Source: an optimization exercise on an open RTL-to-GDS flow (aim: small area, a short achievable clock period and few clock cycles). Production flows keep margins and buffers that such runs may drop. Only simulation tests tie the RTL to the original design; equivalence was not proved. Power is estimated from default activity; no workload was simulated.

==> 10-07: inputs <==
## fcb
module fcb (
    input  wire        clk,
    input  wire        rst,
    input  wire        h_en,
    input  wire        h_we,
    input  wire [1:0]  h_size,
    input  wire [15:0] h_addr,
    input  wire [31:0] h_wdata,
    output reg  [31:0] h_rdata,
    output reg         phy_rd,
    output wire [15:0] phy_rd_n,
    input  wire        phy_dv,
    input  wire [7:0]  phy_data,
    input  wire        phy_end,
    input  wire        phy_err,
    output reg         phy_flush,
    input  wire [31:0] time_ms
);
export LEC_CHECK = 0
export CAP_MARGIN = 20
export CORE_MARGIN = 2
export CORE_UTILIZATION = 35
export PLACE_DENSITY = 0.55
export SLEW_MARGIN = 20
create_clock -name core_clock -period 12.0 [get_ports {clk}]
standard.sh (not shown) runs the stock make flow with config.mk's settings and CLKGATE_MAP_FILE= SYNTH_SCRIPT=/design/flow/synth_recipe.tcl, a recipe that flattens the netlist after the stock synthesis.
==> flow/flow/run.sh <==
#!/bin/bash
# The standard layout, with timing repair asked for extra setup slack
# after placement (the clock period and the constraints are the design's).
# Synthesis is the standard synthesis, unchanged. Each step's output goes
# to a log file of its own here; ORFS's own per-step logs are under orfs/logs/.
set -euo pipefail
bash standard.sh synth > synth.log 2>&1
bash standard.sh SETUP_SLACK_MARGIN=5 place > place.log 2>&1
bash standard.sh SETUP_SLACK_MARGIN=7.5 finish > finish.log 2>&1
==> 08-16: changes against 10-07 <==
--- a/flow/design.v
+++ b/flow/design.v
@@ -454,13 +454,13 @@
                     PH_BODY: rxlen_r <= 6'd1;
                     PH_ACK:  nak_r   <= 1'b0;
                     default: rxlen_r <= 6'd0;
                 endcase
             end
-            if (rd_d)
+            if (busy_r && rd_d)
                 tq <= t_sub[31:0];
-            else if (rd_d2)
+            else if (busy_r && rd_d2)
                 tq <= dpos ? t_add[31:0] : 32'd0;
             if (waiting) begin
                 if (phy_dv) begin
                     case (phase_r)
                     PH_SEEK: if (phy_data == start_g) begin
--- a/flow/flow/run.sh
+++ b/flow/flow/run.sh
@@ -4,6 +4,6 @@
 # Synthesis is the standard synthesis, unchanged. Each step's output goes
 # to a log file of its own here; ORFS's own per-step logs are under orfs/logs/.
 set -euo pipefail
 bash standard.sh synth > synth.log 2>&1
 bash standard.sh SETUP_SLACK_MARGIN=5 place > place.log 2>&1
-bash standard.sh SETUP_SLACK_MARGIN=7.5 finish > finish.log 2>&1
+bash standard.sh SETUP_SLACK_MARGIN=7.2 finish > finish.log 2>&1
==> flow/config.mk (replaced) <==
export PLATFORM = sky130hd
export DESIGN_NAME = fcb
export DESIGN_NICKNAME = fcb
export VERILOG_FILES = /design/flow/design.v
export SDC_FILE = /design/flow/constraint.sdc
export NUM_CORES = 4
export LEC_CHECK = 0
export CAP_MARGIN = 40
export CORE_MARGIN = 2
export CORE_UTILIZATION = 35
export PLACE_DENSITY = 0.55
export SLEW_MARGIN = 40
==> 09-14: changes against 10-07 <==
--- a/flow/design.v
+++ b/flow/design.v
@@ -454,13 +454,13 @@
                     PH_BODY: rxlen_r <= 6'd1;
                     PH_ACK:  nak_r   <= 1'b0;
                     default: rxlen_r <= 6'd0;
                 endcase
             end
-            if (rd_d)
+            if (busy_r && rd_d)
                 tq <= t_sub[31:0];
-            else if (rd_d2)
+            else if (busy_r && rd_d2)
                 tq <= dpos ? t_add[31:0] : 32'd0;
             if (waiting) begin
                 if (phy_dv) begin
                     case (phase_r)
                     PH_SEEK: if (phy_data == start_g) begin
==> flow/config.mk (replaced) <==
export PLATFORM = sky130hd
export DESIGN_NAME = fcb
export DESIGN_NICKNAME = fcb
export VERILOG_FILES = /design/flow/design.v
export SDC_FILE = /design/flow/constraint.sdc
export NUM_CORES = 4
export LEC_CHECK = 0
export CAP_MARGIN = 40
export CORE_MARGIN = 2
export CORE_UTILIZATION = 42
export PLACE_DENSITY = 0.62
export SLEW_MARGIN = 40
==> comparison table <==
| quantity | 10-07 | 08-16 | 09-14 |
|---|---|---|---|
| Outcome | finished with violations | no timing/DRC/antenna violations | no timing/DRC/antenna violations |
| Reasons for failing layout checks | max-slew violations | - | - |
| Mean routed wirelength per cell | 42.9 µm | 43.3 µm | 45.3 µm |
| Count of routing violations after the opening detailed-route iteration | 12.4k | 11.7k | 14.2k |
| Share of total power in combinational logic | 0.125 | 0.124 | 0.133 |
| Total length of routed met2 wires | 201,000 µm | 198,000 µm | 191,000 µm |
| Tapcells inserted | 3,220 | 3,220 | 2,688 |
| Design area | 111,000 µm² | 106,000 µm² | 109,000 µm² |
| Met3 demand-to-capacity share in global routing | 0.101 | 0.114 | 0.198 |
| X dimension of the die | 500 µm | 500 µm | 457 µm |
| Die height | 500 µm | 500 µm | 457 µm |
| Worst voltage drop across the vdd grid | 0.000149 V | 0.000141 V | 0.000156 V |
| Synth Area in Simple Gates | 0.100 | 0.0984 | 0.0984 |
| Final critical-path setup slack | 7.16 ns | 6.89 ns | 7.17 ns |
| Power in combinational cells | 1960 µW | 1930 µW | 2040 µW |
| Antenna Diode Count | 21 | 24 | 36 |
| Final weighted congestion in routability-driven placement | 1.07 | 1.08 | 1.12 |
| Timing startpoint of the critical path | h_addr[4] | h_size[0] | h_addr[5] |
| Layout clock buffers | 246 | 244 | 259 |
| Beginning of the worst hold path | rxsize_r[11] | rxsize_r[11] | rxsize_r[15] |
Testbench counts of 10-07, summed over its fixed seeds: cycles 46,166.
Testbench counts of 08-16, summed over its fixed seeds: cycles 46,166.
Testbench counts of 09-14, summed over its fixed seeds: cycles 46,166.

==> re-timing with driven ports <==
The results above use ideal ports. As a check the final layouts listed here were re-extracted and re-timed, cells and wires unchanged. Step 1 (the two cells are an assumption about what drives the block):
set clk [get_ports {clk}]
set_driving_cell -lib_cell sky130_fd_sc_hd__clkbuf_16 $clk
set_driving_cell -lib_cell sky130_fd_sc_hd__buf_2 [delete_from_list [all_inputs] $clk]
Step 2 times the ports against the registers' clock, not the clock port: input delays grow and output delays shrink by t, the midpoint of the rising clock arrivals with the driver on. a / b / c = ideal ports / drivers / drivers and shift; a / b = the first two.
run | shift t [ns] | setup WS [ns] | latest minus earliest clock arrival (ns) | worst register clock-pin slew, ns | cell pins on the clock port's net
10-07 | 0.984 | 7.159 / 7.094 / 6.110 | 0.130 / 0.131 | 0.09 / 0.09 | 1
08-16 | 0.940 | 6.895 / 6.963 / 6.023 | 0.110 / 0.110 | 0.07 / 0.07 | 1
09-14 | 0.980 | 7.166 / 7.173 / 6.193 | 0.073 / 0.072 | 0.07 / 0.07 | 1
The setup slack of 10-07, which loses most, moves by -0.065 ns with the drivers and by -1.049 ns with both steps.
